From an optimization exercise on the open Yosys and OpenROAD flow, aimed at small area, a short achievable clock period and few clock cycles per item; shortcuts taken in it are not production practice.
In this exercise RTL edits were held to simulation tests only and were not proved equivalent to the original.
Power figures rest on the tool's default switching activity, not on a simulated workload.

==> design/flow/design.v <==
module mdsb_qrom (input wire [6:0] a, output reg [15:0] qa, output reg [9:0] d);
    always @(*) begin
        case (a)
            7'd0: begin qa = 16'd0; d = 10'd804; end
            7'd1: begin qa = 16'd804; d = 10'd804; end
            7'd2: begin qa = 16'd1608; d = 10'd803; end
            7'd3: begin qa = 16'd2411; d = 10'd801; end
            7'd4: begin qa = 16'd3212; d = 10'd799; end
            7'd5: begin qa = 16'd4011; d = 10'd797; end
            7'd6: begin qa = 16'd4808; d = 10'd794; end
            7'd7: begin qa = 16'd5602; d = 10'd791; end
            7'd8: begin qa = 16'd6393; d = 10'd787; end
            7'd9: begin qa = 16'd7180; d = 10'd782; end
            7'd10: begin qa = 16'd7962; d = 10'd778; end
            7'd11: begin qa = 16'd8740; d = 10'd772; end
            7'd12: begin qa = 16'd9512; d = 10'd767; end
            7'd13: begin qa = 16'd10279; d = 10'd760; end
            7'd14: begin qa = 16'd11039; d = 10'd754; end
            7'd15: begin qa = 16'd11793; d = 10'd747; end
            7'd16: begin qa = 16'd12540; d = 10'd739; end
            7'd17: begin qa = 16'd13279; d = 10'd731; end
            7'd18: begin qa = 16'd14010; d = 10'd723; end
            7'd19: begin qa = 16'd14733; d = 10'd714; end
            7'd20: begin qa = 16'd15447; d = 10'd704; end
            7'd21: begin qa = 16'd16151; d = 10'd695; end
            7'd22: begin qa = 16'd16846; d = 10'd685; end
            7'd23: begin qa = 16'd17531; d = 10'd674; end
            7'd24: begin qa = 16'd18205; d = 10'd663; end
            7'd25: begin qa = 16'd18868; d = 10'd652; end
            7'd26: begin qa = 16'd19520; d = 10'd640; end
            7'd27: begin qa = 16'd20160; d = 10'd628; end
            7'd28: begin qa = 16'd20788; d = 10'd615; end
            7'd29: begin qa = 16'd21403; d = 10'd603; end
            7'd30: begin qa = 16'd22006; d = 10'd589; end
            7'd31: begin qa = 16'd22595; d = 10'd575; end
            7'd32: begin qa = 16'd23170; d = 10'd562; end
            7'd33: begin qa = 16'd23732; d = 10'd547; end
            7'd34: begin qa = 16'd24279; d = 10'd533; end
            7'd35: begin qa = 16'd24812; d = 10'd518; end
            7'd36: begin qa = 16'd25330; d = 10'd503; end
            7'd37: begin qa = 16'd25833; d = 10'd487; end
            7'd38: begin qa = 16'd26320; d = 10'd471; end
            7'd39: begin qa = 16'd26791; d = 10'd455; end
            7'd40: begin qa = 16'd27246; d = 10'd438; end
            7'd41: begin qa = 16'd27684; d = 10'd422; end
            7'd42: begin qa = 16'd28106; d = 10'd405; end
            7'd43: begin qa = 16'd28511; d = 10'd388; end
            7'd44: begin qa = 16'd28899; d = 10'd370; end
            7'd45: begin qa = 16'd29269; d = 10'd353; end
            7'd46: begin qa = 16'd29622; d = 10'd335; end
            7'd47: begin qa = 16'd29957; d = 10'd317; end
            7'd48: begin qa = 16'd30274; d = 10'd298; end
            7'd49: begin qa = 16'd30572; d = 10'd281; end
            7'd50: begin qa = 16'd30853; d = 10'd261; end
            7'd51: begin qa = 16'd31114; d = 10'd243; end
            7'd52: begin qa = 16'd31357; d = 10'd224; end
            7'd53: begin qa = 16'd31581; d = 10'd205; end
            7'd54: begin qa = 16'd31786; d = 10'd186; end
            7'd55: begin qa = 16'd31972; d = 10'd166; end
            7'd56: begin qa = 16'd32138; d = 10'd148; end
            7'd57: begin qa = 16'd32286; d = 10'd127; end
            7'd58: begin qa = 16'd32413; d = 10'd109; end
            7'd59: begin qa = 16'd32522; d = 10'd88; end
            7'd60: begin qa = 16'd32610; d = 10'd69; end
            7'd61: begin qa = 16'd32679; d = 10'd50; end
            7'd62: begin qa = 16'd32729; d = 10'd29; end
            7'd63: begin qa = 16'd32758; d = 10'd10; end
            7'd64: begin qa = 16'd32768; d = 10'd10; end
            7'd65: begin qa = 16'd32758; d = 10'd29; end
            7'd66: begin qa = 16'd32729; d = 10'd50; end
            7'd67: begin qa = 16'd32679; d = 10'd69; end
            7'd68: begin qa = 16'd32610; d = 10'd88; end
            7'd69: begin qa = 16'd32522; d = 10'd109; end
            7'd70: begin qa = 16'd32413; d = 10'd127; end
            7'd71: begin qa = 16'd32286; d = 10'd148; end
            7'd72: begin qa = 16'd32138; d = 10'd166; end
            7'd73: begin qa = 16'd31972; d = 10'd186; end
            7'd74: begin qa = 16'd31786; d = 10'd205; end
            7'd75: begin qa = 16'd31581; d = 10'd224; end
            7'd76: begin qa = 16'd31357; d = 10'd243; end
            7'd77: begin qa = 16'd31114; d = 10'd261; end
            7'd78: begin qa = 16'd30853; d = 10'd281; end
            7'd79: begin qa = 16'd30572; d = 10'd298; end
            7'd80: begin qa = 16'd30274; d = 10'd317; end
            7'd81: begin qa = 16'd29957; d = 10'd335; end
            7'd82: begin qa = 16'd29622; d = 10'd353; end
            7'd83: begin qa = 16'd29269; d = 10'd370; end
            7'd84: begin qa = 16'd28899; d = 10'd388; end
            7'd85: begin qa = 16'd28511; d = 10'd405; end
            7'd86: begin qa = 16'd28106; d = 10'd422; end
            7'd87: begin qa = 16'd27684; d = 10'd438; end
            7'd88: begin qa = 16'd27246; d = 10'd455; end
            7'd89: begin qa = 16'd26791; d = 10'd471; end
            7'd90: begin qa = 16'd26320; d = 10'd487; end
            7'd91: begin qa = 16'd25833; d = 10'd503; end
            7'd92: begin qa = 16'd25330; d = 10'd518; end
            7'd93: begin qa = 16'd24812; d = 10'd533; end
            7'd94: begin qa = 16'd24279; d = 10'd547; end
            7'd95: begin qa = 16'd23732; d = 10'd562; end
            7'd96: begin qa = 16'd23170; d = 10'd575; end
            7'd97: begin qa = 16'd22595; d = 10'd589; end
            7'd98: begin qa = 16'd22006; d = 10'd603; end
            7'd99: begin qa = 16'd21403; d = 10'd615; end
            7'd100: begin qa = 16'd20788; d = 10'd628; end
            7'd101: begin qa = 16'd20160; d = 10'd640; end
            7'd102: begin qa = 16'd19520; d = 10'd652; end
            7'd103: begin qa = 16'd18868; d = 10'd663; end
            7'd104: begin qa = 16'd18205; d = 10'd674; end
            7'd105: begin qa = 16'd17531; d = 10'd685; end
            7'd106: begin qa = 16'd16846; d = 10'd695; end
            7'd107: begin qa = 16'd16151; d = 10'd704; end
            7'd108: begin qa = 16'd15447; d = 10'd714; end
            7'd109: begin qa = 16'd14733; d = 10'd723; end
            7'd110: begin qa = 16'd14010; d = 10'd731; end
            7'd111: begin qa = 16'd13279; d = 10'd739; end
            7'd112: begin qa = 16'd12540; d = 10'd747; end
            7'd113: begin qa = 16'd11793; d = 10'd754; end
            7'd114: begin qa = 16'd11039; d = 10'd760; end
            7'd115: begin qa = 16'd10279; d = 10'd767; end
            7'd116: begin qa = 16'd9512; d = 10'd772; end
            7'd117: begin qa = 16'd8740; d = 10'd778; end
            7'd118: begin qa = 16'd7962; d = 10'd782; end
            7'd119: begin qa = 16'd7180; d = 10'd787; end
            7'd120: begin qa = 16'd6393; d = 10'd791; end
            7'd121: begin qa = 16'd5602; d = 10'd794; end
            7'd122: begin qa = 16'd4808; d = 10'd797; end
            7'd123: begin qa = 16'd4011; d = 10'd799; end
            7'd124: begin qa = 16'd3212; d = 10'd801; end
            7'd125: begin qa = 16'd2411; d = 10'd803; end
            7'd126: begin qa = 16'd1608; d = 10'd804; end
            7'd127: begin qa = 16'd804; d = 10'd804; end
            default: begin qa = 16'd0; d = 10'd0; end
        endcase
    end
endmodule
module mdsb (
    input  wire        clk,
    input  wire        rst,
    input  wire        cmd_valid,
    output wire        cmd_ready,
    input  wire [63:0] cmd,
    output reg         rsp_valid,
    output wire [63:0] rsp
);
    localparam [31:0] ONE = 32'h8000_0000;
    localparam [1:0] ENV_IDLE = 2'd0, ENV_ATTACK = 2'd1, ENV_RELEASE = 2'd2;
    localparam [1:0] MP_STATUS = 2'd0, MP_DATA1 = 2'd1, MP_DATA2 = 2'd2;
    localparam [2:0] DS_IDLE = 3'd0, DS_MUL = 3'd1, DS_XF = 3'd2, DS_DL = 3'd3,
                     DS_PRE  = 3'd4, DS_DIV = 3'd5, DS_FIN = 3'd6;
    reg [1:0]  env_phase;
    reg [31:0] env_out;
    reg [31:0] env_arate;
    reg        arate_set;
    reg [31:0] env_rrate;
    reg        rrate_set;
    reg [31:0] osc_phase;
    reg [23:0] osc_sr;
    reg        sr_set;
    reg [31:0] osc_freq;
    reg        freq_set;
    reg [31:0] osc_delta;
    wire       delta_set = sr_set & freq_set;
    reg [31:0] rb_mem [0:15];
    reg [3:0]  rb_head;
    reg [3:0]  rb_tail;
    reg [4:0]  rb_size;
    reg [1:0]  mp_state;
    reg [7:0]  mp_status;
    reg [6:0]  mp_data1;
    reg [15:0] mq_mem [0:7];
    reg [2:0]  mq_head;
    reg [2:0]  mq_tail;
    reg [3:0]  mq_size;
    reg [63:0] c;
    reg        cv;
    reg        rdy;
    reg        c_div, c_envd, c_oscd, c_step;
    assign cmd_ready = rdy;
    wire [7:0] iop    = cmd[63:56];
    wire       i_div  = (iop == 8'h12) | (iop == 8'h13) | (iop == 8'h21) | (iop == 8'h22);
    wire       i_envd = (iop == 8'h10) | (iop == 8'h15) | (iop == 8'h16);
    wire       i_oscd = (iop == 8'h20) | (iop == 8'h24);
    wire       i_step = (iop == 8'h20);
    reg  [2:0] ds;
    reg        dk_osc;       
    reg        dk_rr;        
    wire       busy     = (ds != DS_IDLE);
    wire       pend_env = busy & ~dk_osc;
    wire       pend_osc = busy & dk_osc;
    reg        ych1, ych2;
    wire       y_ok = ~ych1 & ~ych2;
    wire stall = (c_div & busy) | (c_envd & pend_env) | (c_oscd & pend_osc) | (c_step & ~y_ok);
    wire exec  = cv & ~stall;
    wire [7:0]  op   = c[63:56];
    wire [7:0]  rsv  = c[55:48];
    wire [47:0] opnd = c[47:0];
    wire [23:0] op_s = opnd[23:0];
    wire [31:0] op_w = opnd[31:0];
    wire [7:0]  op_b = opnd[7:0];
    reg legal;
    always @(*) begin
        case (op)
            8'h00, 8'h01, 8'h10, 8'h11, 8'h14, 8'h15, 8'h16,
            8'h20, 8'h23, 8'h24, 8'h31, 8'h33, 8'h34,
            8'h41, 8'h42, 8'h43:       legal = (opnd == 48'd0);
            8'h12, 8'h13:              legal = 1'b1;
            8'h21:                     legal = (opnd[47:24] == 24'd0);
            8'h22, 8'h30:              legal = (opnd[47:32] == 16'd0);
            8'h32:                     legal = (opnd[47:16] == 32'd0);
            8'h40:                     legal = (opnd[47:8] == 40'd0);
            default:                   legal = 1'b0;
        endcase
        if (rsv != 8'd0)
            legal = 1'b0;
    end
    wire ex   = exec & legal;
    wire s_nz = (op_s != 24'd0);
    wire x_sysrst  = ex & (op == 8'h01);
    wire x_oscstep = ex & (op == 8'h20) & delta_set;
    wire x_rate    = ex & ((op == 8'h12) | (op == 8'h13)) & s_nz;
    wire x_delta   = ex & (((op == 8'h21) & s_nz & freq_set) | ((op == 8'h22) & sr_set));
    wire        env_att = (env_phase == ENV_ATTACK);
    wire [32:0] env_sum = {1'b0, env_out} + {1'b0, env_att ? env_arate : ~env_rrate} + {32'd0, ~env_att};
    wire        env_up_hit = env_sum[32] | env_sum[31];
    wire        env_dn_hit = (env_out <= env_rrate);
    reg [1:0]  env_phase_nx;
    reg [31:0] env_out_nx;
    always @(*) begin
        env_phase_nx = env_phase;
        env_out_nx   = env_out;
        case (env_phase)
            ENV_ATTACK: begin
                if (env_up_hit) begin
                    env_out_nx   = ONE;
                    env_phase_nx = ENV_RELEASE;
                end else begin
                    env_out_nx = env_sum[31:0];
                end
            end
            ENV_RELEASE: begin
                if (env_dn_hit) begin
                    env_out_nx   = 32'd0;
                    env_phase_nx = ENV_IDLE;
                end else begin
                    env_out_nx = env_sum[31:0];
                end
            end
            default: ;
        endcase
    end
    wire env_step_unset = (env_phase == ENV_ATTACK  && !arate_set) ||
                          (env_phase == ENV_RELEASE && !rrate_set);
    wire [31:0] osc_phase_sum = osc_phase + osc_delta;
    wire [31:0] osc_phase_d   = x_oscstep ? osc_phase_sum :
                                x_sysrst  ? 32'd0 : osc_phase;
    wire [15:0] rom_qa;
    wire [9:0]  rom_d;
    mdsb_qrom u_rom (.a(osc_phase_d[30:24]), .qa(rom_qa), .d(rom_d));
    reg [15:0] ya_qa;
    reg [9:0]  ya_d;
    reg        ya_n1, ya_n2;
    reg [9:0]  yb_f;
    reg        yb_st;
    reg [16:0] y_r;
    wire [33:0] yb_x = ya_d * osc_phase[23:0];
    wire [10:0] yc_h = {1'b0, yb_f} - {10'd0, ya_n2 & ~yb_st};
    wire [10:0] yc_g = yc_h ^ {11{ya_n2}};
    wire [16:0] yc_y = ({1'b0, ya_qa} ^ {17{ya_n1}}) + {{6{yc_g[10]}}, yc_g} + {16'd0, ya_n1};
    always @(posedge clk) begin
        ya_qa <= rom_qa;
        ya_d  <= rom_d;
        ya_n1 <= osc_phase_d[31];
        ya_n2 <= osc_phase_d[31] ^ osc_phase_d[30];
        yb_f  <= yb_x[33:24];
        yb_st <= (yb_x[23:0] != 24'd0);
        y_r   <= yc_y;
    end
    wire ych1_d = rst | x_oscstep | x_sysrst;
    always @(posedge clk) begin
        ych1 <= ych1_d;
        ych2 <= rst | ych1;
    end
    reg [40:0] R;
    reg [40:0] Dv;
    reg [31:0] Q;
    reg [4:0]  cnt;
    reg        ovf, sat, lead;
    wire dmul = (ds == DS_MUL);
    wire [42:0] st1_b   = dmul ? (Q[31] ? {2'b00, Dv} : 43'd0) : ~{2'b00, Dv};
    wire [42:0] st1_sum = {1'b0, R, dmul ? 1'b0 : Q[31]} + st1_b + {42'd0, ~dmul};
    wire        st1_q   = ~st1_sum[42] & ~ovf;
    wire [40:0] st1_r   = (dmul | st1_q) ? st1_sum[40:0] : {R[39:0], Q[31]};
    wire        st1_ov  = ovf | (dmul & (st1_sum[42] | st1_sum[41]));
    wire [42:0] st2_b   = dmul ? (Q[30] ? {2'b00, Dv} : 43'd0) : ~{2'b00, Dv};
    wire [42:0] st2_sum = {1'b0, st1_r, dmul ? 1'b0 : Q[30]} + st2_b + {42'd0, ~dmul};
    wire        st2_q   = ~st2_sum[42] & ~st1_ov;
    wire [40:0] st2_r   = (dmul | st2_q) ? st2_sum[40:0] : {st1_r[39:0], Q[30]};
    wire        st2_ov  = st1_ov | (dmul & (st2_sum[42] | st2_sum[41]));
    wire        fhi_lt_s = ({8'd0, osc_freq[31:16]} < osc_sr);
    wire        skip8    = lead & (Q[31:24] == 8'd0) & (cnt[4:3] != 2'd0);
    wire [31:0] rate_q1  = Q + {31'd0, (R != 41'd0)};
    always @(posedge clk) begin
        if (rst) begin
            ds <= DS_IDLE;
        end else begin
            case (ds)
                DS_IDLE: begin
                    if (x_rate) begin
                        ds     <= DS_MUL;
                        dk_osc <= 1'b0;
                        dk_rr  <= op[0];
                        R      <= 41'd0;
                        Dv     <= {17'd0, op_s};
                        Q      <= {opnd[47:24], 8'd0};
                        cnt    <= 5'd24;
                        ovf    <= 1'b0;
                        lead   <= 1'b1;
                    end else if (x_delta) begin
                        ds     <= DS_DL;
                        dk_osc <= 1'b1;
                    end
                end
                DS_MUL: begin
                    if (skip8) begin
                        Q   <= {Q[23:0], 8'd0};
                        cnt <= cnt - 5'd8;
                        if (cnt == 5'd8) ds <= DS_XF;
                    end else begin
                        R    <= st2_r;
                        ovf  <= st2_ov;
                        Q    <= {Q[29:0], 2'b00};
                        lead <= lead & ~Q[31] & ~Q[30];
                        cnt  <= cnt - 5'd2;
                        if (cnt == 5'd2) ds <= DS_XF;
                    end
                end
                DS_XF: begin
                    Dv  <= R;
                    R   <= 41'd500;
                    Q   <= 32'd0;
                    sat <= ~ovf & (R <= 41'd1000);
                    cnt <= 5'd16;
                    ds  <= DS_DIV;
                end
                DS_DL: begin
                    Dv  <= {17'd0, osc_sr};
                    ovf <= 1'b0;
                    if (fhi_lt_s) begin
                        R   <= {25'd0, osc_freq[31:16]};
                        Q   <= {osc_freq[15:0], 16'd0};
                        cnt <= 5'd16;
                        ds  <= DS_DIV;
                    end else begin
                        R   <= 41'd0;
                        Q   <= {osc_freq[31:16], 16'd0};
                        cnt <= 5'd8;
                        ds  <= DS_PRE;
                    end
                end
                DS_PRE: begin
                    R   <= st2_r;
                    cnt <= cnt - 5'd1;
                    if (cnt == 5'd1) begin
                        Q   <= {osc_freq[15:0], 16'd0};
                        cnt <= 5'd16;
                        ds  <= DS_DIV;
                    end else begin
                        Q   <= {Q[29:0], st1_q, st2_q};
                    end
                end
                DS_DIV: begin
                    R   <= st2_r;
                    Q   <= {Q[29:0], st1_q, st2_q};
                    cnt <= cnt - 5'd1;
                    if (cnt == 5'd1) ds <= DS_FIN;
                end
                default: begin  
                    ds <= DS_IDLE;
                end
            endcase
            if (x_sysrst)
                ds <= DS_IDLE;
        end
    end
    wire fin = (ds == DS_FIN);
    wire [31:0] rate_val = sat ? ONE : rate_q1;
    wire busy_n     = x_rate | x_delta | (busy & ~fin & ~x_sysrst);
    wire dk_osc_n   = (x_rate | x_delta) ? x_delta : dk_osc;
    wire y_ok_n     = ~ych1_d & ~ych1;
    wire cv_n       = rdy ? cmd_valid : cv;
    wire cdiv_n     = rdy ? i_div  : c_div;
    wire cenvd_n    = rdy ? i_envd : c_envd;
    wire coscd_n    = rdy ? i_oscd : c_oscd;
    wire cstep_n    = rdy ? i_step : c_step;
    wire stall_n    = (cdiv_n & busy_n) | (cenvd_n & busy_n & ~dk_osc_n) |
                      (coscd_n & busy_n & dk_osc_n) | (cstep_n & ~y_ok_n);
    always @(posedge clk) begin
        if (rst) begin
            cv  <= 1'b0;
            rdy <= 1'b1;
        end else begin
            cv  <= cv_n;
            rdy <= ~(cv_n & stall_n);
        end
        if (rdy) begin
            c      <= cmd;
            c_div  <= i_div;
            c_envd <= i_envd;
            c_oscd <= i_oscd;
            c_step <= i_step;
        end
    end
    wire [3:0] b_hi      = op_b[7:4];
    wire       b_recog   = (b_hi == 4'h8) || (b_hi == 4'h9) || (b_hi == 4'hA) ||
                           (b_hi == 4'hB) || (b_hi == 4'hE);
    wire [1:0] note_kind = (mp_status[7:4] == 4'h9) ? 2'd0 :
                           (mp_status[7:4] == 4'h8) ? 2'd1 : 2'd2;
    wire [15:0] note     = {note_kind, mp_data1, op_b[6:0]};
    wire [3:0]  rb_rd_slot = rb_head + opnd[3:0];
    wire [31:0] rb_rd      = rb_mem[rb_rd_slot];
    wire [15:0] mq_rd      = mq_mem[mq_head];
    reg        r_err;
    reg [1:0]  r_code;
    reg        r_vld;
    reg [33:0] r_data;
    assign rsp = {r_err, 1'b0, r_code, r_vld, 25'd0, r_data};
    reg        n_err;
    reg [1:0]  n_code;
    reg        n_vld;
    reg [33:0] n_data;
    always @(*) begin
        n_err  = 1'b0;
        n_code = 2'd0;
        n_vld  = 1'b0;
        n_data = 34'd0;
        if (!legal) begin
            n_err  = 1'b1;
            n_code = 2'd1;
        end else begin
            case (op)
                8'h10: begin
                    if (env_step_unset) begin
                        n_err = 1'b1; n_code = 2'd3;
                    end else begin
                        n_vld = 1'b1; n_data = {env_phase_nx, env_out_nx};
                    end
                end
                8'h12, 8'h13, 8'h21: begin
                    if (!s_nz) begin
                        n_err = 1'b1; n_code = 2'd2;
                    end
                end
                8'h14: begin n_vld = 1'b1; n_data = {env_phase, env_out}; end
                8'h15: begin
                    if (arate_set) begin n_vld = 1'b1; n_data = {2'b00, env_arate}; end
                    else begin n_err = 1'b1; n_code = 2'd3; end
                end
                8'h16: begin
                    if (rrate_set) begin n_vld = 1'b1; n_data = {2'b00, env_rrate}; end
                    else begin n_err = 1'b1; n_code = 2'd3; end
                end
                8'h20: begin
                    if (delta_set) begin n_vld = 1'b1; n_data = {2'b00, {15{y_r[16]}}, y_r}; end
                    else begin n_err = 1'b1; n_code = 2'd3; end
                end
                8'h23: begin n_vld = 1'b1; n_data = {2'b00, osc_phase}; end
                8'h24: begin
                    if (delta_set) begin n_vld = 1'b1; n_data = {2'b00, osc_delta}; end
                    else begin n_err = 1'b1; n_code = 2'd3; end
                end
                8'h31: begin
                    if (rb_size != 5'd0) begin n_vld = 1'b1; n_data = {2'b00, rb_rd}; end
                end
                8'h32: begin n_vld = 1'b1; n_data = {2'b00, rb_rd}; end
                8'h34: begin n_vld = 1'b1; n_data = {29'd0, rb_size}; end
                8'h41: begin n_vld = 1'b1; n_data = {33'd0, (mq_size != 4'd0)}; end
                8'h42: begin
                    if (mq_size != 4'd0) begin n_vld = 1'b1; n_data = {18'd0, mq_rd}; end
                end
                8'h43: begin
                    n_vld  = 1'b1;
                    n_data = {6'd0, mq_size, 1'b0, mp_data1, mp_status, 6'd0, mp_state};
                end
                default: ;
            endcase
        end
    end
    always @(posedge clk) begin
        if (rst)
            rsp_valid <= 1'b0;
        else
            rsp_valid <= exec;
        r_err  <= n_err;
        r_code <= n_code;
        r_vld  <= n_vld;
        r_data <= n_data;
    end
    always @(posedge clk) begin
        if (rst) begin
            env_phase <= ENV_IDLE;
            env_out   <= 32'd0;
            arate_set <= 1'b0;
            rrate_set <= 1'b0;
            osc_phase <= 32'd0;
            sr_set    <= 1'b0;
            freq_set  <= 1'b0;
            rb_head   <= 4'd0;
            rb_tail   <= 4'd0;
            rb_size   <= 5'd0;
            mp_state  <= MP_STATUS;
            mp_status <= 8'h00;
            mp_data1  <= 7'd0;
            mq_head   <= 3'd0;
            mq_tail   <= 3'd0;
            mq_size   <= 4'd0;
        end else begin
            osc_phase <= osc_phase_d;
            if (fin) begin
                if (dk_osc) begin
                    osc_delta <= Q;
                end else if (dk_rr) begin
                    env_rrate <= rate_val;
                    rrate_set <= 1'b1;
                end else begin
                    env_arate <= rate_val;
                    arate_set <= 1'b1;
                end
            end
            if (ex) begin
                case (op)
                    8'h01: begin
                        env_phase <= ENV_IDLE;
                        env_out   <= 32'd0;
                        arate_set <= 1'b0;
                        rrate_set <= 1'b0;
                        sr_set    <= 1'b0;
                        freq_set  <= 1'b0;
                        rb_head   <= 4'd0;
                        rb_tail   <= 4'd0;
                        rb_size   <= 5'd0;
                        mp_state  <= MP_STATUS;
                        mp_status <= 8'h00;
                        mp_data1  <= 7'd0;
                        mq_head   <= 3'd0;
                        mq_tail   <= 3'd0;
                        mq_size   <= 4'd0;
                    end
                    8'h10: begin
                        if (!env_step_unset) begin
                            env_phase <= env_phase_nx;
                            env_out   <= env_out_nx;
                        end
                    end
                    8'h11: env_phase <= ENV_ATTACK;
                    8'h21: begin
                        if (s_nz) begin
                            osc_sr <= op_s;
                            sr_set <= 1'b1;
                        end
                    end
                    8'h22: begin
                        osc_freq <= op_w;
                        freq_set <= 1'b1;
                    end
                    8'h30: begin
                        rb_mem[rb_tail] <= op_w;
                        rb_tail <= rb_tail + 4'd1;
                        if (rb_size == 5'd16)
                            rb_head <= rb_head + 4'd1;
                        else
                            rb_size <= rb_size + 5'd1;
                    end
                    8'h31: begin
                        if (rb_size != 5'd0) begin
                            rb_head <= rb_head + 4'd1;
                            rb_size <= rb_size - 5'd1;
                        end
                    end
                    8'h33: begin
                        rb_head <= 4'd0;
                        rb_tail <= 4'd0;
                        rb_size <= 5'd0;
                    end
                    8'h40: begin
                        if (op_b[7]) begin
                            mp_data1 <= 7'd0;
                            if (b_recog) begin
                                mp_status <= op_b;
                                mp_state  <= MP_DATA1;
                            end else begin
                                mp_status <= 8'h00;
                                mp_state  <= MP_STATUS;
                            end
                        end else begin
                            case (mp_state)
                                MP_DATA1: begin
                                    mp_data1 <= op_b[6:0];
                                    mp_state <= MP_DATA2;
                                end
                                MP_DATA2: begin
                                    if (mq_size != 4'd8) begin
                                        mq_mem[mq_tail] <= note;
                                        mq_tail <= mq_tail + 3'd1;
                                        mq_size <= mq_size + 4'd1;
                                    end
                                    mp_data1 <= 7'd0;
                                    mp_state <= MP_DATA1;
                                end
                                default: ;
                            endcase
                        end
                    end
                    8'h42: begin
                        if (mq_size != 4'd0) begin
                            mq_head <= mq_head + 3'd1;
                            mq_size <= mq_size - 4'd1;
                        end
                    end
                    default: ;
                endcase
            end
        end
    end
endmodule
==> design/flow/run.sh <==
#!/bin/bash
# synth_recipe.tcl (not shown) runs the flow's synth.tcl, then flattens the netlist and writes it again
# the make line also repeats each setting of config.mk as NAME=value (left out here)
make -C /OpenROAD-flow-scripts/flow DESIGN_CONFIG=/design/flow/config.mk WORK_HOME=/design/flow/orfs CLKGATE_MAP_FILE= SYNTH_SCRIPT=/design/flow/synth_recipe.tcl finish
==> design/flow/config.mk <==
export PLATFORM = sky130hd
export DESIGN_NAME = mdsb
export DESIGN_NICKNAME = mdsb
export VERILOG_FILES = /design/flow/design.v
export SDC_FILE = /design/flow/constraint.sdc
export NUM_CORES = 4
export LEC_CHECK = 0
export CAP_MARGIN = 20
export CORE_MARGIN = 2
export CORE_UTILIZATION = 40
export SLEW_MARGIN = 20
export SYNTH_MEMORY_MAX_BITS = 16384
==> design/flow/constraint.sdc <==
create_clock -name core_clock -period 15.0 [get_ports {clk}]
set_input_delay 3.0000 -clock core_clock [delete_from_list [all_inputs] [get_ports {clk}]]
set_output_delay 3.0000 -clock core_clock [all_outputs]
set_load 0.01 [all_outputs]
==> reports/summary.md, run 1 <==
The flow ran to the end and the layout has no timing, DRC or antenna violations. The count of nets left with antenna violations once routing finished came out at 0. The number of I/O pins came out at 133. The count of endpoints failing hold in the final timing report came out at 0. The worst hold slack came out at 0.477 ns. The tree built by TritonCTS fans out to 1199 sinks. The required arrival time at the worst endpoint was 15.66 ns. Final period utilization: 0.757. The max-capacitance violation count is 0, and the quantity of I/O buffers inserted on ports is 106.

The end of the worst register-to-register path was R[33]. The via-per-instance ratio is 5.93. In the routed design, unresolved DRC markers number 0. Along the worst path, the maximum fanout reaches 51. The yosys synthesis warning count is 2.

The actual transition at the worst max-transition pin was 1.13 ns. Detailed placement ended at an HPWL of 150 mm. The most numerous cell type found on the critical path is buf_4.

The run gives 3 as the maximum count of clock buffers along a single path. Between clock sinks in the finished design, the worst skew comes to 0.0460 ns. Derived from the worst setup path, the maximum achievable clock frequency is 0.0881 GHz. The element type at the critical path end was a flip-flop.

The run gives 0.0776 mm2 as the final instance area. The number of filler cells placed in the layout was 15900; the via count of the first global-routing pass was 49300. Setup violations remaining at the end of the flow were counted as 0. Combined global-route utilization of all metal layers: 0.243. The critical-path cell with the highest stage delay is and2_2.

The die span in x works out to 421 um. In this run the power density over the cells is 143 mW/mm2. CTS built an H-tree with a depth of 4. The proportion of layout cells with a drive suffix above 1 is 0.101, and the largest vdd supply drop is 141 uV. The count of routing violations after the opening detailed-route iteration was 5632. The fraction of synthesis flops using an asynchronous set or reset pin was 0; the number of core rows was 152.

The growth of design area from synthesis to finish was 11.7%. Gates resized during post-CTS repair numbered 0. The worst register-to-register path has a depth of 34. At the end of the flow, the number of nets in the layout was 6718. The largest area contributor in the netlist is edfxtp_1. Entering global routing, the biggest net connects 73 pins. For the remaining global-route overflow, the log shows 0.

The count of unique library cells instantiated by Yosys came out at 107. The cell sitting at the root of the clock tree is a clkbuf_16. TritonCTS built the clock tree. For the number of antenna violations at the first check in global routing, the log shows 8.

At the worst endpoint, the arrival time is 12.02 ns. In this run the most critical hold path is launched from ych1. In the final layout, the multi-input gates occupy 0.0333 mm2. In this run the static leakage power is 0.0286 uW.

Counting flops with a built-in enable in the synthesized netlist gives 980. The remaining max-slew budget at the tightest pin is 0.236, and the effective utilization at floorplan is 0.404. Wires add up to 218 mm. The launch instance of the worst register-to-register path is ds[0]. The class of the worst hold path is reg -> reg. For this block, the via count after detailed routing is 50800. After clock tree synthesis, the clock-pin slew on the worst setup and hold paths is 0.06 ns. Yosys attributes the largest share of cell area to edfxtp_1 42%, dfxtp_1 6.3%, ha_1 5.9%. Once placement finished, the instance area stood at 0.0731 mm2. The congestion estimate from routability-driven global placement came to 0.983.

The fraction of synthesized cell area taken by the top area cell type is 0.423. Setup repair after global routing left no endpoint under its margin. The average cell area after synthesis was 11.4 um2. Leaving out fill and tap cells, the most frequent cell in the layout is edfxtp_1. For the wire length of the first global-routing pass, the log shows 322 mm. At the later pin of the worst-skew pair, clock insertion delay measures 0.81 ns.

Among all flip-flop cells after synthesis, the most frequent one is edfxtp_1. In the synthesized netlist, the number of instances is 6112. The library cells used most frequently in the layout, excluding fill and tap cells, are 980 x edfxtp_1, 569 x nand2_1, 380 x nor2_1. Vertical die dimension: 421 um. The worst setup path is launched from a flip-flop.

The shortest period the worst path allows was 11.36 ns; the setup fix buffers added after clock tree synthesis was 0. Across the whole layout, storage elements account for 0.0338 mm2. Average wire per cell in the routed design: 25.5 um. The pre-antenna-repair detailed-routing pass consisted of 16 iterations.

The logs give 3.64 ns for the register-to-register path setup slack and 0 ns for the sum of negative setup slack. Buffers inserted to repair hold after CTS numbered 0. The hold-critical path depth came out at 1. Kind of critical path: reg -> reg. The end point of the worst hold path was ych2.

The run gives 0.487 as the proportion of synthesized chip area in sequential cells. The total CTS buffers is 135. In this run the standard cell core region covers 0.172 mm2. For the die area, the log shows 0.177 mm2. The synthesized design contains 1199 register bits. The max-slew violation count was 0. The maximum single-stage delay on the critical path is 0.86 ns. After synthesis the cells add up to 0.0695 mm2.
worst max-delay path, delay by kind of cell, from the launching register on:
| kind | cells | cell delay (ns) |
|---|---|---|
| and+or+nand+nor | 10 | 3.39 |
| buffers and inverters | 5 | 1.88 |
| adders and majority gates | 3 | 1.00 |
| DFF | 1 | 0.31 |
| AOI/OAI and AO/OA | 15 | 4.13 |
| muxes | 1 | 0.42 |
stage by stage:
stage,total power [uW],setup WS [ns],util,cells
6_report,11100,3.64,0.451,8564
5_1_grt,11700,2.81,0.451,8560
2_1_floorplan,6860,6.93,-,6137
4_1_cts,11100,3.36,0.451,8560
3_5_place_dp,7820,3.37,0.425,8314
3_3_place_gp,7790,3.50,0.425,8314
flip-flops by register name, summed over array words and instances (netlist names), 7 cells and up, named ones only:
register and count:
r_data 34, env_arate 32, yb_f 10, osc_sr 24
mp_status 8, mp_data1 7, env_rrate 32, y_r 17
osc_phase 32, Dv 41, ya_qa 16, mq_mem 128
ya_d 10, osc_freq 32, Q 32, rb_mem 512
osc_delta 32, env_out 32, c 64, R 41
cells in the mapped netlist (all sizes together) (55+ instances only):
library cell,number
xor2,101
xnor2,148
dfxtp,219
inv,300
nand2,574
a211oi,69
fa,185
nand3,116
nor2,407
o22ai,55
a21oi,381
clkbuf,230
a21o,123
and2,191
buf,130
nor3,107
ha,325
a221oi,81
edfxtp,980
mux2i,90
o21ai,362
mux4,160
area by class of cell:
cell class,instances,area share
multi-input combinational,4277,0.429
tap,2310,0.0372
sequential,1199,0.436
clock buffer,181,0.0474
antenna,4,0.000129
inverter,301,0.0146
clock inverter,65,0.0101
timing repair buffer,227,0.0253
kinds of logic (layout without fill, tap and decap cells):
kind of cell,after synthesis,count (layout),synth area share
other,1,30,0.0000540
buffers and inverters,661,774,0.0396
adder cells (fa/ha/maj),510,510,0.112
XOR/XNOR,249,249,0.0315
multiplexers,300,300,0.0729
AO/OA/AOI/OAI,1510,1510,0.142
flip-flops,1199,1199,0.487
AND/OR/NAND/NOR,1682,1682,0.115
routing by layer:
metal,vias to the layer above,global-route usage,part of all wire
met1,25400,0.321,0.41
met5,-,0,0.00011
li1,22800,-,-
met3,417,0.0423,0.075
met2,2138,0.399,0.48
met4,4,0.0922,0.039
how the worst max path moves through the flow:
stage	from	end	depth (start not counted)
floorplan	ds[0]	R[13]	34
global placement	ds[0]	R[6]	35
detailed placement	ds[0]	R[12]	34
CTS	ds[0]	R[6]	35
global route	ds[0]	R[6]	34
finish	ds[0]	R[33]	34
power by group:
part | total, uW | switching (uW) | leakage, uW | internal, uW
Combinational | 3710 | 2200 | 0.0158 | 1510
Sequential | 4100 | 257 | 0.0107 | 3840
Clock | 3320 | 1430 | 0.00214 | 1890
Testbench counts, summed over its fixed seeds: cycles 35,121, items 25,460.
==> run 2, diff against run 1 <==
--- a/design/flow/design.v
+++ b/design/flow/design.v
@@ -171,7 +171,10 @@
     reg [2:0]  mq_head;
     reg [2:0]  mq_tail;
     reg [3:0]  mq_size;
-    reg [63:0] c;
+    reg [7:0]  c_op;         
+    reg        c_legal;      
+    reg        c_snz;        
+    reg [47:0] c_opnd;       
     reg        cv;
     reg        rdy;
     reg        c_div, c_envd, c_oscd, c_step;
@@ -181,6 +184,29 @@
     wire       i_envd = (iop == 8'h10) | (iop == 8'h15) | (iop == 8'h16);
     wire       i_oscd = (iop == 8'h20) | (iop == 8'h24);
     wire       i_step = (iop == 8'h20);
+    wire [47:0] iopnd = cmd[47:0];
+    wire        iz0 = (iopnd[7:0]   == 8'd0);
+    wire        iz1 = (iopnd[15:8]  == 8'd0);
+    wire        iz2 = (iopnd[23:16] == 8'd0);
+    wire        iz3 = (iopnd[31:24] == 8'd0);
+    wire        iz4 = (iopnd[47:32] == 16'd0);
+    reg         i_legal;
+    always @(*) begin
+        case (iop)
+            8'h00, 8'h01, 8'h10, 8'h11, 8'h14, 8'h15, 8'h16,
+            8'h20, 8'h23, 8'h24, 8'h31, 8'h33, 8'h34,
+            8'h41, 8'h42, 8'h43:       i_legal = iz0 & iz1 & iz2 & iz3 & iz4;
+            8'h12, 8'h13:              i_legal = 1'b1;
+            8'h21:                     i_legal = iz3 & iz4;
+            8'h22, 8'h30:              i_legal = iz4;
+            8'h32:                     i_legal = iz2 & iz3 & iz4;
+            8'h40:                     i_legal = iz1 & iz2 & iz3 & iz4;
+            default:                   i_legal = 1'b0;
+        endcase
+        if (cmd[55:48] != 8'd0)
+            i_legal = 1'b0;
+    end
+    wire        i_snz = ~(iz0 & iz1 & iz2);
     reg  [2:0] ds;
     reg        dk_osc;       
     reg        dk_rr;        
@@ -191,30 +217,14 @@
     wire       y_ok = ~ych1 & ~ych2;
     wire stall = (c_div & busy) | (c_envd & pend_env) | (c_oscd & pend_osc) | (c_step & ~y_ok);
     wire exec  = cv & ~stall;
-    wire [7:0]  op   = c[63:56];
-    wire [7:0]  rsv  = c[55:48];
-    wire [47:0] opnd = c[47:0];
-    wire [23:0] op_s = opnd[23:0];
-    wire [31:0] op_w = opnd[31:0];
-    wire [7:0]  op_b = opnd[7:0];
-    reg legal;
-    always @(*) begin
-        case (op)
-            8'h00, 8'h01, 8'h10, 8'h11, 8'h14, 8'h15, 8'h16,
-            8'h20, 8'h23, 8'h24, 8'h31, 8'h33, 8'h34,
-            8'h41, 8'h42, 8'h43:       legal = (opnd == 48'd0);
-            8'h12, 8'h13:              legal = 1'b1;
-            8'h21:                     legal = (opnd[47:24] == 24'd0);
-            8'h22, 8'h30:              legal = (opnd[47:32] == 16'd0);
-            8'h32:                     legal = (opnd[47:16] == 32'd0);
-            8'h40:                     legal = (opnd[47:8] == 40'd0);
-            default:                   legal = 1'b0;
-        endcase
-        if (rsv != 8'd0)
-            legal = 1'b0;
-    end
+    wire [7:0]  op    = c_op;
+    wire        legal = c_legal;
+    wire [47:0] opnd  = c_opnd;
+    wire [23:0] op_s  = opnd[23:0];
+    wire [31:0] op_w  = opnd[31:0];
+    wire [7:0]  op_b  = opnd[7:0];
     wire ex   = exec & legal;
-    wire s_nz = (op_s != 24'd0);
+    wire s_nz = c_snz;
     wire x_sysrst  = ex & (op == 8'h01);
     wire x_oscstep = ex & (op == 8'h20) & delta_set;
     wire x_rate    = ex & ((op == 8'h12) | (op == 8'h13)) & s_nz;
@@ -259,21 +269,27 @@
     reg [15:0] ya_qa;
     reg [9:0]  ya_d;
     reg        ya_n1, ya_n2;
-    reg [9:0]  yb_f;
-    reg        yb_st;
+    reg [21:0] yb_hi;        
+    reg [9:0]  yb_lo;        
+    reg        yb_lnz;       
     reg [16:0] y_r;
-    wire [33:0] yb_x = ya_d * osc_phase[23:0];
-    wire [10:0] yc_h = {1'b0, yb_f} - {10'd0, ya_n2 & ~yb_st};
-    wire [10:0] yc_g = yc_h ^ {11{ya_n2}};
-    wire [16:0] yc_y = ({1'b0, ya_qa} ^ {17{ya_n1}}) + {{6{yc_g[10]}}, yc_g} + {16'd0, ya_n1};
+    wire [21:0] yb_phi = ya_d * osc_phase[23:12];
+    wire [21:0] yb_plo = ya_d * osc_phase[11:0];
+    wire [21:0] yc_s   = yb_hi + {12'd0, yb_lo};
+    wire [9:0]  yc_f   = yc_s[21:12];                          
+    wire        yc_st  = yb_lnz | (yc_s[11:0] != 12'd0);       
+    wire [10:0] yc_h   = {1'b0, yc_f} - {10'd0, ya_n2 & ~yc_st};
+    wire [10:0] yc_g   = yc_h ^ {11{ya_n2}};
+    wire [16:0] yc_y   = ({1'b0, ya_qa} ^ {17{ya_n1}}) + {{6{yc_g[10]}}, yc_g} + {16'd0, ya_n1};
     always @(posedge clk) begin
-        ya_qa <= rom_qa;
-        ya_d  <= rom_d;
-        ya_n1 <= osc_phase_d[31];
-        ya_n2 <= osc_phase_d[31] ^ osc_phase_d[30];
-        yb_f  <= yb_x[33:24];
-        yb_st <= (yb_x[23:0] != 24'd0);
-        y_r   <= yc_y;
+        ya_qa  <= rom_qa;
+        ya_d   <= rom_d;
+        ya_n1  <= osc_phase_d[31];
+        ya_n2  <= osc_phase_d[31] ^ osc_phase_d[30];
+        yb_hi  <= yb_phi;
+        yb_lo  <= yb_plo[21:12];
+        yb_lnz <= (yb_plo[11:0] != 12'd0);
+        y_r    <= yc_y;
     end
     wire ych1_d = rst | x_oscstep | x_sysrst;
     always @(posedge clk) begin
@@ -291,11 +307,6 @@
     wire        st1_q   = ~st1_sum[42] & ~ovf;
     wire [40:0] st1_r   = (dmul | st1_q) ? st1_sum[40:0] : {R[39:0], Q[31]};
     wire        st1_ov  = ovf | (dmul & (st1_sum[42] | st1_sum[41]));
-    wire [42:0] st2_b   = dmul ? (Q[30] ? {2'b00, Dv} : 43'd0) : ~{2'b00, Dv};
-    wire [42:0] st2_sum = {1'b0, st1_r, dmul ? 1'b0 : Q[30]} + st2_b + {42'd0, ~dmul};
-    wire        st2_q   = ~st2_sum[42] & ~st1_ov;
-    wire [40:0] st2_r   = (dmul | st2_q) ? st2_sum[40:0] : {st1_r[39:0], Q[30]};
-    wire        st2_ov  = st1_ov | (dmul & (st2_sum[42] | st2_sum[41]));
     wire        fhi_lt_s = ({8'd0, osc_freq[31:16]} < osc_sr);
     wire        skip8    = lead & (Q[31:24] == 8'd0) & (cnt[4:3] != 2'd0);
     wire [31:0] rate_q1  = Q + {31'd0, (R != 41'd0)};
@@ -326,12 +337,12 @@
                         cnt <= cnt - 5'd8;
                         if (cnt == 5'd8) ds <= DS_XF;
                     end else begin
-                        R    <= st2_r;
-                        ovf  <= st2_ov;
-                        Q    <= {Q[29:0], 2'b00};
-                        lead <= lead & ~Q[31] & ~Q[30];
-                        cnt  <= cnt - 5'd2;
-                        if (cnt == 5'd2) ds <= DS_XF;
+                        R    <= st1_r;
+                        ovf  <= st1_ov;
+                        Q    <= {Q[30:0], 1'b0};
+                        lead <= lead & ~Q[31];
+                        cnt  <= cnt - 5'd1;
+                        if (cnt == 5'd1) ds <= DS_XF;
                     end
                 end
                 DS_XF: begin
@@ -339,7 +350,7 @@
                     R   <= 41'd500;
                     Q   <= 32'd0;
                     sat <= ~ovf & (R <= 41'd1000);
-                    cnt <= 5'd16;
+                    cnt <= 5'd0;
                     ds  <= DS_DIV;
                 end
                 DS_DL: begin
@@ -348,29 +359,29 @@
                     if (fhi_lt_s) begin
                         R   <= {25'd0, osc_freq[31:16]};
                         Q   <= {osc_freq[15:0], 16'd0};
-                        cnt <= 5'd16;
+                        cnt <= 5'd0;
                         ds  <= DS_DIV;
                     end else begin
                         R   <= 41'd0;
                         Q   <= {osc_freq[31:16], 16'd0};
-                        cnt <= 5'd8;
+                        cnt <= 5'd16;
                         ds  <= DS_PRE;
                     end
                 end
                 DS_PRE: begin
-                    R   <= st2_r;
+                    R   <= st1_r;
                     cnt <= cnt - 5'd1;
                     if (cnt == 5'd1) begin
                         Q   <= {osc_freq[15:0], 16'd0};
-                        cnt <= 5'd16;
+                        cnt <= 5'd0;
                         ds  <= DS_DIV;
                     end else begin
-                        Q   <= {Q[29:0], st1_q, st2_q};
+                        Q   <= {Q[30:0], st1_q};
                     end
                 end
                 DS_DIV: begin
-                    R   <= st2_r;
-                    Q   <= {Q[29:0], st1_q, st2_q};
+                    R   <= st1_r;
+                    Q   <= {Q[30:0], st1_q};
                     cnt <= cnt - 5'd1;
                     if (cnt == 5'd1) ds <= DS_FIN;
                 end
@@ -403,7 +414,10 @@
             rdy <= ~(cv_n & stall_n);
         end
         if (rdy) begin
-            c      <= cmd;
+            c_op    <= iop;
+            c_legal <= i_legal;
+            c_snz   <= i_snz;
+            c_opnd  <= iopnd;
             c_div  <= i_div;
             c_envd <= i_envd;
             c_oscd <= i_oscd;
==> design/flow/flow/run.sh (new file) <==
#!/bin/bash
set -euo pipefail
bash standard.sh SETUP_SLACK_MARGIN=10 finish > flow_make.log 2>&1
==> design/flow/standard.sh (new file) <==
#!/bin/bash
# synth_recipe.tcl (not shown) runs the flow's synth.tcl, then flattens the netlist and writes it again
# the make line also repeats each setting of config.mk as NAME=value (left out here)
make -C /OpenROAD-flow-scripts/flow DESIGN_CONFIG=/design/flow/config.mk WORK_HOME=/design/flow/orfs CLKGATE_MAP_FILE= SYNTH_SCRIPT=/design/flow/synth_recipe.tcl "${@:-finish}"
removed: design/flow/run.sh
==> run 2 against run 1 <==
Synthesized cell count down 4.0%. Die area is 1.9% lower. Fmax up 110%. Still clean. Worst hold slack lost 0.0079 ns. Sequential cell count rose by 16. Combinational power down 61%. Clock skew rose by 0.018 ns. Wire length decreased by 1.4%. Sequential share of layout area decreased by 0.089 points. Critical path depth down 4. Cell count down 3.0%. Largest power group unchanged. Critical path type unchanged. Global-route usage down 0.14 points.
==> reports/summary.md, run 2 <==
At the worst endpoint, the arrival time is 6.24 ns. The number of register bits inferred by synthesis was 1215. The hold-critical path depth was 1.

Cell internal power was estimated by the tool at 6310 uW. The proportion of synthesized chip area in sequential cells was 0.500. For the required arrival time at the worst endpoint, the log shows 15.71 ns. By area the synthesized netlist is led by edfxtp_1 43%, dfxtp_1 7.1%, ha_1 6.1%. The run gives 0 as the count of endpoints failing hold in the final timing report. Commonest register cell after synthesis: edfxtp_1. The largest registers in the layout are rb_mem (512), mq_mem (128), c_opnd (48).

In the final design database the tool counted 6549 nets. The remaining max-slew budget at the tightest pin is 0.206. The worst register-to-register path ends at y_r[14].

For this block, the initial DRC count from the detailed router was 5352. In the final routed layout, each cell accounts on average for 25.9 um. The Yosys step of the flow raised 2 warnings. The synthesized instance count was 5869. Sorting the synthesized cells by how often they occur yields 974 x edfxtp_1, 456 x nand2_1, 409 x a21oi_1. The biggest area contributor in the post-synthesis netlist is edfxtp_1.

The vertical die dimension was 417 um. The worst hold slack was 0.469 ns. The core region area was 0.169 mm2; the wire length of the first global-routing pass was 315 mm. The final period utilization was 0.369.

For this run, the top clock speed supported by timing is 0.181 GHz. The tools report the number of antenna violations at the first check in global routing as 7. In this run the power spent charging and discharging nets is 2510 uW.

For the H-tree level count, the log shows 4. The tools report the via count of the first global-routing pass as 48400. The tools report the proportion of power drawn by the clock network as 0.387. 0 antenna diodes ended up in the layout.

More flip-flops sit in one register than any other, and that register is rb_mem. The tools report the launch instance of the worst register-to-register path as yb_hi[0]. At the pin with the least slew margin, the transition time is 1.18 ns. The maximum number of pins on one net before global-route repair is 83, and the average cell area after synthesis is 11.6 um2. The synthesized design contains 974 enable-type register cells. The run finished with no timing, DRC or antenna violations.

Count of unique library cells instantiated by Yosys: 96. The path class of the tightest hold or removal check is reg -> reg. The sum of negative setup slack was 0 ns; the shortest period the worst path allows was 5.53 ns. The fraction of synthesis flops using an asynchronous set or reset pin was 0; the fraction of synthesized cell area taken by the top area cell type was 0.429. The die is 417 um wide. The register with the most flip-flops in the layout has 512 of them. The run gives 0.0644 ns as the final worst clock skew. The part of the total power dissipated in combinational logic is 0.163, and the proportion of layout cells with a drive suffix above 1 is 0.140. Pin placement for this block handled 133 I/O pins. The worst register-to-register path has a setup slack of 9.47 ns.

CTS placed an instance of clkbuf_16 at the clock tree root. Wires add up to 215 mm. End point of the worst hold path: ych2. Maximum single-stage delay on the critical path: 0.39 ns.

The startpoint type of the worst setup path was a flip-flop. The quantity of I/O buffers inserted on ports is 106, and the remaining global-route overflow is 0. In the layout the commonest cells are 974 x edfxtp_1, 449 x nand2_1, 382 x a21oi_1. The kind of critical path is reg -> reg. The worst-case reg-to-reg path depth was 30; the maximum count of clock buffers along a single path was 3. The effective utilization at floorplan is 0.403. TritonCTS built the clock tree. The most common cell in the synthesized netlist is edfxtp_1. The element type at the critical path end is a flip-flop. The count of nets left with antenna violations once routing finished came out at 0. Setup repair after global routing could not meet its margin everywhere.

In this run the worst path has a maximum fanout of 3. Across the VDD grid, the largest voltage drop is 130 uV. The total standard cell area after synthesis is 0.0682 mm2. The die covers 0.174 mm2. The number of core rows was 151; the final RePlAce weighted congestion was 0.956. For the setup violation total in the final timing report, the log shows 0. After clock tree synthesis, the clock-pin slew on the worst setup and hold paths is 0.06 ns. The via-per-instance ratio came out at 5.96.

The tools report the utilization after layout as 0.464. The first TritonRoute pass finished after 6 iterations. The tools report the clock net sink count as 1215. For the DRC violations left, the log shows 0. The slowest stage of the critical path belongs to the cell fa_2. Growth of design area from synthesis to finish: 15.1%. The total CTS buffers was 136.

The tools report the combined global-route utilization of all metal layers as 0.242. The switching power as a share of total power came out at 0.284. The sequential group share of total power came out at 0.451.

The run gives 144 mm as the detailed placement HPWL. The tool flagged a number of max-cap violations equal to 0. The cell leakage power was 0.0290 uW. The max-slew violation count came out at 0.

In this run the most critical hold path is launched from ych1. The via count of the routed design came out at 49500. The tools report the source-to-sink clock delay at the later pin of the worst-skew pair as 0.83 ns. Leaving out fill and tap cells, the most frequent cell in the layout is edfxtp_1. The power per cell area works out to 112 mW/mm2.
run 2: cell count changes in the layout (fill, tap and decap cells not counted), sizes merged, moves of 32 or more:
| cell | previous run | this run |
|---|---|---|
| o22ai | 55 | 21 |
| a22o | 22 | 56 |
| a22oi | 52 | 84 |
| nand2 | 574 | 458 |
| buf | 122 | 203 |
| and2 | 191 | 148 |
| o21ai | 362 | 207 |
run 2: cell type report:
class	count	area, um2
Multi-Input combinational cell	4017	32800
Inverter	301	1180
Sequential cell	1215	34100
Fill cell	15300	90800
Clock inverter	72	1000
Timing Repair Buffer	310	2950
Tap cell	2218	2780
Clock buffer	174	3620
run 2: per-layer routing:
| layer | share of wire | track usage | up-vias |
|---|---|---|---|
| met2 | 0.47 | 0.395 | 2014 |
| met3 | 0.072 | 0.0414 | 399 |
| met5 | 0.00019 | 0 | - |
| met4 | 0.042 | 0.0972 | 6 |
| met1 | 0.41 | 0.319 | 24900 |
| li1 | - | - | 22200 |
run 2: power groups by stage:
stage          combinational [uW]  sequential (uW)  clock [uW]
2_1_floorplan                1020             3950           0
3_3_place_gp                 1330             4050           0
3_5_place_dp                 1340             4050           0
4_1_cts                      1400             3970        3470
5_1_grt                      1580             3980        3610
6_report                     1430             3980        3410
run 2: critical path: cells and delay by family (launching register included):
| family | cells | cell delay (ns) |
|---|---|---|
| simple gates | 6 | 0.73 |
| buf+inv | 2 | 0.18 |
| xor+xnor | 2 | 0.24 |
| mux | 1 | 0.31 |
| flops | 1 | 0.35 |
| compound gates | 15 | 2.46 |
| fa+ha+maj | 4 | 1.17 |
run 2: metrics by stage:
step,cells,instance area [um2],total power [uW],worst slack (ns)
floorplan,5894,68500,4970,9.46
global placement,7978,71900,5380,8.20
detailed placement,7980,71900,5390,8.05
CTS,8277,77800,8840,9.40
global route,8307,78500,9170,9.22
finish,8307,78500,8820,9.47
run 2: kinds of logic (layout without fill, tap and decap cells):
group	count (synthesis)	after routing	share of synthesized area
AND/OR/NAND/NOR	1547	1548	0.108
AO/OA/AOI/OAI	1439	1439	0.143
flip-flops	1215	1215	0.500
buffers and inverters	663	857	0.0394
adder cells (fa/ha/maj)	501	501	0.110
multiplexers	268	268	0.0692
XOR/XNOR	235	235	0.0302
other	1	26	0.0000550
run 2: worst max path at each step:
stage / to / from / slack [ns]
3_5_place_dp: R[37] / ds[1] / 8.05
6_report: y_r[14] / yb_hi[0] / 9.47
5_1_grt: y_r[16] / yb_hi[0] / 9.22
3_3_place_gp: R[37] / ds[1] / 8.20
4_1_cts: y_r[16] / yb_hi[0] / 9.40
2_1_floorplan: rb_mem[13][0] / rst / 9.46
run 2: what timing repair did:
action,CTS,global route
endpoints found under the setup margin,191,151
endpoints found under the hold margin,0,0
gates cloned,4,1
hold buffers,0,0
pin swaps,58,49
gates resized for setup,192,105
buffers inserted,47,28
Testbench counts of run 2, summed over its fixed seeds: cycles 35,121, items 25,460.
==> run 3, diff against run 2 <==
--- a/design/flow/design.v
+++ b/design/flow/design.v
@@ -311,6 +311,9 @@
     wire        skip8    = lead & (Q[31:24] == 8'd0) & (cnt[4:3] != 2'd0);
     wire [31:0] rate_q1  = Q + {31'd0, (R != 41'd0)};
     always @(posedge clk) begin
+        R   <= st1_r;
+        Q   <= {Q[30:0], st1_q};
+        cnt <= cnt - 5'd1;
         if (rst) begin
             ds <= DS_IDLE;
         end else begin
--- a/design/flow/config.mk
+++ b/design/flow/config.mk
@@ -7,6 +7,6 @@
 export LEC_CHECK = 0
 export CAP_MARGIN = 20
 export CORE_MARGIN = 2
-export CORE_UTILIZATION = 40
+export CORE_UTILIZATION = 55
 export SLEW_MARGIN = 20
 export SYNTH_MEMORY_MAX_BITS = 16384
==> run 3 against run 2 <==
Wire length decreased by 1.4%. Register-to-register slack about the same. Via count is 1.1% higher.
==> reports/summary.md, run 3 <==
The most critical setup path has its startpoint at yb_hi[0]. In the routed design, unresolved DRC markers number 0. Met3 usage: 0.0615.

The via count of the first global-routing pass is 48300. Averaged over all synthesized cells, the footprint is 11.5 um2. The most common cell in the synthesized netlist was edfxtp_1.

Setup total negative slack on the finished layout was measured at 0 ns. The die span in x was 355 um. The total standard cell area after synthesis came out at 0.0676 mm2. Setup repair after global routing could not meet its margin everywhere. Registers take 0.0334 mm2. The first global-routing pass estimated 313 mm of wire. The proportion of layout cells with a drive suffix above 1 was 0.147; the total CTS buffers was 133. The class of the worst hold path is reg -> reg. For the proportion of power drawn by the clock network, the log shows 0.361.

The fraction of synthesis flops using an asynchronous set or reset pin was 0; the remaining global-route overflow was 0. TritonCTS built the clock tree. The register with the most flip-flops in the layout has 512 of them. The number of antenna violations at the first check in global routing was 6; the via-per-instance ratio was 6.47. The fraction of synthesized cell area taken by the top area cell type came out at 0.399. The run gives 0.0649 ns as the final worst clock skew.

The logs give 9.47 ns for the register-to-register path setup slack and 212 mm for the post-detailed-routing wire length. The hold path startpoint is ych1. For this design the ratio of total power to cell area is 116 mW/mm2.

No sink is reached through more buffers than the 3 on the longest clock path. The largest area contributor in the netlist was edfxtp_1. Clock tree synthesis found a total of 1215 sinks.

For the proportion of synthesized chip area in sequential cells, the log shows 0.493. For this design the total switching power over the nets is 2610 uW. The number of iterations in the first detailed-routing pass came out at 10. Quantity of I/O buffers inserted on ports: 106. Ranked by total cell area, the synthesized netlist is headed by edfxtp_1 40%, dfxtp_1 9.4%, ha_1 6.2%. The arrival time at the worst endpoint came out at 6.16 ns. For the core region area, the log shows 0.122 mm2.

The largest registers in the layout are rb_mem (512), mq_mem (128), c_opnd (48). The number of buffers added to fix hold violations after cts is 0. The flow ran to the end and the layout has no timing, DRC or antenna violations. The part of the total power dissipated in combinational logic is 0.184, and the actual transition at the worst max-transition pin is 1.21 ns. The number of register bits inferred by synthesis was 1215. The average wire per cell in the routed design works out to 27.4 um. The yosys synthesis warning count is 2, and the antenna diode instance count is 0. The vertical die dimension was 355 um. The final period utilization is 0.369, and the number of I/O pins is 133. The tools report the sequential group share of total power as 0.454. VDD sags by at most 134 uV.

Timing analysis after detailed placement gives a worst setup slack of 7.97 ns. Max-capacitance violation count: 0. Entering global routing, the biggest net connects 91 pins. For this block, the via count after detailed routing is 50100. The run gives 0.80 ns as the source-to-sink clock delay at the later pin of the worst-skew pair. Met1 demand-to-capacity share in global routing: 0.472.

At the worst endpoint, the required time is 15.63 ns. The internal power was 6300 uW; the die area was 0.126 mm2. Once detail routing completed, the nets flagged for antenna violations numbered 0. The peak fanout along the critical path was 3. Leaving out fill and tap cells, the most frequent cells in the layout are 899 x edfxtp_1, 537 x nand2_1, 314 x ha_1.

The element type at the critical path end is a flip-flop. The synthesized instance count was 5866. The net count of the finished layout is 6569.

The logs give 0.333 for the combined global-route utilization of all metal layers and 0 for the count of endpoints failing hold in the final timing report. The library cell used most frequently in the layout, excluding fill and tap cells, is edfxtp_1. Relative to the synthesized area, the layout overhead comes to 14.0%. The switching power as a share of total power was 0.293; the final RePlAce weighted congestion was 0.960. The max-slew violation count is 0, and the met2 global-route usage is 0.508. The critical path is of the reg -> reg type. After layout, the worst setup slack is 9.47 ns. The most used flip-flop cell after synthesis is edfxtp_1.

The worst register-to-register path begins at yb_hi[0]. In this run, the number of DRC markers left after iteration 0 of detailed routing was 6253. The total area of multi-input combinational cells was 0.0331 mm2; the maximum single-stage delay on the critical path was 0.49 ns. The effective utilization at floorplan is 0.555, and the H-tree level count is 4.

Critical-path cell with the highest stage delay: or4_4. The run gives 141 mm as the detailed placement HPWL. The remaining max-slew budget at the tightest pin came out at 0.191. The number of filler cells placed in the layout is 9499. Yosys mapped the design onto 103 distinct sky130hd cell types.

The clock transition time at the flip-flop clock pins of the worst setup and hold paths works out to 0.06 ns. CTS root buffer: clkbuf_16. Number of core rows: 128. STA classifies the critical path startpoint as a flip-flop. The cell leakage power was 0.0289 uW. The tools report the overall power as 8910 uW. The busiest metal layer after global routing was met2.

The worst path in the final design needs a cycle of 5.53 ns, including I/O delays and setup. Register with the most flip-flops: rb_mem. The count of flip-flops with a built-in enable after synthesis is 899, and the setup violation total in the final timing report is 0. The timing-limited maximum frequency is 0.181 GHz. In the synthesized netlist, the cells that appear most often are 899 x edfxtp_1, 547 x nand2_1, 335 x a21oi_1, 335 x ha_1, 329 x nor2_1.
run 3: cell count changes in the layout (fill, tap and decap cells not counted), sizes merged, moves of 19 or more:
cell,previous run,this run
a22o,56,33
o22ai,21,45
o21ai,207,260
nand4,43,62
a221oi,64,42
a21oi,409,335
nand2,458,548
dfxtp,241,316
a32o,9,33
mux2,26,57
nor2,392,330
edfxtp,974,899
run 3: what timing repair did:
action	in CTS	in global routing
gates resized for setup	194	111
endpoints found under the setup margin	169	152
pin swaps	65	84
gates cloned	7	1
buffers inserted	59	37
run 3: area by class of cell:
class                      instances  area share
sequential                      1215       0.433
multi-input combinational       4031       0.429
clock buffer                     183      0.0472
timing repair buffer             326      0.0413
tap                             1625      0.0264
inverter                         294      0.0144
clock inverter                    60     0.00846
run 3: kinds of logic (layout without fill, tap and decap cells):
family,after synthesis,count (layout),share of synthesized area
adder cells (fa/ha/maj),501,501,0.111
buffers and inverters,649,863,0.0397
AO/OA/AOI/OAI,1405,1406,0.142
other,1,26,0.0000555
XOR/XNOR,238,238,0.0308
AND/OR/NAND/NOR,1569,1572,0.110
multiplexers,288,288,0.0733
flip-flops,1215,1215,0.493
run 3: metrics by stage:
stage          hold WS, ns  cell area [um2]  cells   util
6_report             0.455            77100   7734  0.632
5_1_grt              0.494            77100   7734  0.632
4_1_cts              0.449            76300   7695  0.626
3_5_place_dp         0.443            70500   7386  0.578
3_3_place_gp         0.426            70500   7386  0.578
2_1_floorplan        0.406            67900   5891      -
run 3: path summary, 6_finish.rpt:
check	endpoint	depth (start not counted)
hold reg to reg	ych2	2
hold / removal	ych2	2
setup / recovery	y_r[16]	27
setup reg to reg	y_r[16]	27
run 3: power by group through the flow:
stage	Sequential, uW	Combinational, uW	Clock (uW)
CTS	4040	1600	3260
global placement	4120	1490	0
global route	4060	1810	3390
finish	4050	1640	3220
floorplan	3960	1170	0
detailed placement	4120	1510	0
run 3: layer usage:
layer	wire length [um]	share of wire	up-vias
met5	13	0.000061	-
met4	9450	0.045	2
met3	18300	0.086	459
met2	95000	0.45	2387
met1	89500	0.42	25000
li1	-	-	22200
run 3: critical path, delay by kind of cell, from the launching register on:
kind	cells	cell delay (ns)
AO/OA/AOI/OAI	13	2.03
XOR/XNOR	4	0.56
adder cells (fa/ha/maj)	4	1.08
multiplexers	1	0.31
AND/OR/NAND/NOR	4	1.07
buffers and inverters	1	0.03
flip-flops	1	0.34
Testbench counts of run 3, summed over its fixed seeds: cycles 35,121, items 25,460.
==> run 4, diff against run 3 <==
--- a/design/flow/config.mk
+++ b/design/flow/config.mk
@@ -8,5 +8,7 @@
 export CAP_MARGIN = 20
 export CORE_MARGIN = 2
 export CORE_UTILIZATION = 55
+export CTS_CLUSTER_DIAMETER = 70
+export CTS_CLUSTER_SIZE = 25
 export SLEW_MARGIN = 20
 export SYNTH_MEMORY_MAX_BITS = 16384
==> run 4 against run 3 <==
Sequential share of layout area is 0.79 points higher. Design area is 1.7% lower. Utilization is 1.1 points lower. Critical path depth stayed put. Combinational power hardly changed. Via count is 0.99% lower. Highest routed layer unchanged.
==> reports/summary.md, run 4 <==
Data on the critical path is required at its endpoint by 15.52 ns. The run gives 0 as the remaining global-route overflow. edfxtp_1 takes more of the synthesized area than any other cell. For the count of unique library cells instantiated by Yosys, the log shows 103.

Average wire per cell in the routed design: 27.6 um. During synthesis, Yosys emitted a total of 2 warnings. Using the TritonRoute via totals, the vias-per-cell ratio works out to 6.49. In this run the core area contains 128 standard-cell rows. Synthesis produced a netlist whose cell count is 5866.

The kind of critical path is reg -> reg. The run finished with no timing, DRC or antenna violations. The worst setup path is captured at a flip-flop. The tools report the utilization after layout as 0.622. The shortest period the worst path allows came out at 5.48 ns. The startpoint type of the worst setup path is a flip-flop. The finished layout holds 7640 standard cells, fillers aside. The tools report the final RePlAce weighted congestion as 0.960. The residual antenna-violating net count after detailed routing was 0; the number of antenna violations at the first check in global routing was 5. Internal power comes to 5610 uW. Port buffering added 106 buffers. The register with the most flip-flops in the layout has 512 of them. The tools report the proportion of power drawn by the clock network as 0.300.

TritonCTS built the clock tree. Summed over all cells, the static leakage comes to 0.0282 uW. For this block, the initial DRC count from the detailed router was 6148. The proportion of synthesized chip area in sequential cells was 0.493. The synthesized design contains 1215 register bits.

The proportion of layout cells with a drive suffix above 1 came out at 0.141. Count of endpoints failing hold in the final timing report: 0. In this run the standard cell core region covers 0.122 mm2.

Leading cell type in the layout, fill and taps excluded: edfxtp_1. The commonest cells after synthesis are 899 x edfxtp_1, 547 x nand2_1, 335 x a21oi_1, 335 x ha_1, 329 x nor2_1. The met3 usage is 0.0502, and the count of flip-flops with a built-in enable after synthesis is 899. Summed over all layers, the routed wires come to 211 mm.

Number of filler cells placed in the layout: 9628. Summing all multi-input logic gate instances after layout gives 0.0331 mm2. The clock transition time at the flip-flop clock pins of the worst setup and hold paths is 0.09 ns, and the fraction of synthesis flops using an asynchronous set or reset pin is 0.

The combined global-route utilization of all metal layers was 0.330; the vertical die dimension was 355 um. The tools report the sequential group share of total power as 0.497. The clock net sink count is 1215, and the via count of the first global-routing pass is 47600. The sum of negative setup slack is 0 ns, and the power per cell area is 107 mW/mm2. The logs give 0 for the max-slew violation count and 311 mm for the wire length of the first global-routing pass. CTS built an H-tree with a depth of 3. In this run the power spent charging and discharging nets is 2520 uW. The global routing stage identified its most utilized layer as met2. The largest vdd supply drop was 142 uV.

The arrival time at the worst endpoint was 6.00 ns. Source-to-sink clock delay at the later pin of the worst-skew pair: 0.72 ns. The CTS root buffer is clkbuf_16. The part of the total power dissipated in combinational logic is 0.203, and the die area is 0.126 mm2.

The average cell area after synthesis was 11.5 um2. Setup repair after global routing could not meet its margin everywhere. Fraction of synthesized cell area taken by the top area cell type: 0.399. In this run the cell area of the synthesized design comes to 0.0676 mm2. The actual transition at the worst max-transition pin was 1.21 ns; the number of instances in the placed design was 7386. The logs give 0 for the max-capacitance violation count and 81 for the total CTS buffers. The DRC violations left is 0, and the die span in x is 355 um. Layout net count: 6514. Static timing analysis puts the maximum clock frequency at 0.182 GHz. The register with the most flip-flops is rb_mem.
==> run 4: per-stage QoR <==
step                      setup slack (ns)  hold WS [ns]  total power [uW]  instance area (um2)
after global placement                8.22         0.426              5610                70500
after global routing                  9.34         0.457              8460                75700
after CTS                             9.59         0.425              8100                75000
after floorplan                       9.61         0.406              5140                67900
final                                 9.52         0.413              8130                75700
after detailed placement              7.97         0.443              5630                70500
==> run 4: logic make-up (layout without fill, tap and decap cells) <==
logic type      after synthesis  after routing  synth area share
fa+ha+maj                   501            501             0.111
simple gates               1569           1572             0.110
mux                         288            288            0.0733
xor+xnor                    238            238            0.0308
flops                      1215           1215             0.493
other cells                   1             28         0.0000555
compound gates             1405           1406             0.142
buf+inv                     649            767            0.0397
==> run 4: what timing repair did <==
item,CTS,global route
pin swaps,44,56
hold buffers,0,0
buffers inserted,60,30
gates cloned,9,2
setup endpoints to repair,171,149
resized for setup,213,113
==> run 4: power groups by stage <==
| stage | Clock [uW] | Sequential (uW) | Combinational, uW |
|---|---|---|---|
| 5_1_grt | 2590 | 4050 | 1810 |
| 6_report | 2440 | 4040 | 1650 |
| 3_5_place_dp | 0 | 4120 | 1510 |
| 4_1_cts | 2480 | 4030 | 1600 |
| 3_3_place_gp | 0 | 4120 | 1490 |
| 2_1_floorplan | 0 | 3960 | 1170 |
==> run 4: area by class of cell <==
type,count,area share
Antenna cell,2,0.0000661
Clock buffer,94,0.0279
Inverter,294,0.0147
Multi-Input combinational cell,4031,0.437
Timing Repair Buffer,323,0.0425
Tap cell,1625,0.0268
Sequential cell,1215,0.441
Clock inverter,56,0.00956
==> run 4: worst paths after layout <==
path,startpoint,to,slack [ns],cells past startpoint
setup / recovery,yb_hi[0],y_r[16],9.52,27
setup reg to reg,yb_hi[0],y_r[16],9.52,27
hold reg to reg,ych1,ych2,0.41,2
hold / removal,ych1,ych2,0.41,2
==> run 4: metal layers <==
layer  vias to the layer above  part of all wire
met3                       420             0.083
met1                     24700              0.42
li1                      22100                 -
met4                         2             0.042
met5                         -          0.000062
met2                      2319              0.45
==> run 4: worst max-delay path, stage by stage, from the launching register on <==
cell and delay (ns):
dfxtp_2 0.34, ha_4 0.13, inv_2 0.03, fa_2 0.33
nor2b_1 0.15, o21ai_2 0.08, a21boi_2 0.16, o21ai_2 0.11
nor2b_4 0.14, xnor2_1 0.12, a21o_1 0.15, or4_4 0.49
nor3_4 0.28, ha_4 0.27, xnor2_2 0.14, mux2_4 0.31
fa_2 0.35, a21o_1 0.21, a21oi_2 0.15, o21bai_1 0.10
a21oi_2 0.17, o21ba_4 0.17, o21ai_4 0.07, o41ai_4 0.26
o2111ai_1 0.15, a21oi_1 0.17, xor2_1 0.20, xnor2_1 0.11

Check on run 4: ideal ports give 9.515 ns setup slack; a clkbuf_16 on the clock port and buf_2 on the inputs give 9.515 ns; moving port delays by the midpoint clock arrival (0.774 ns) as well gives 9.467 ns.
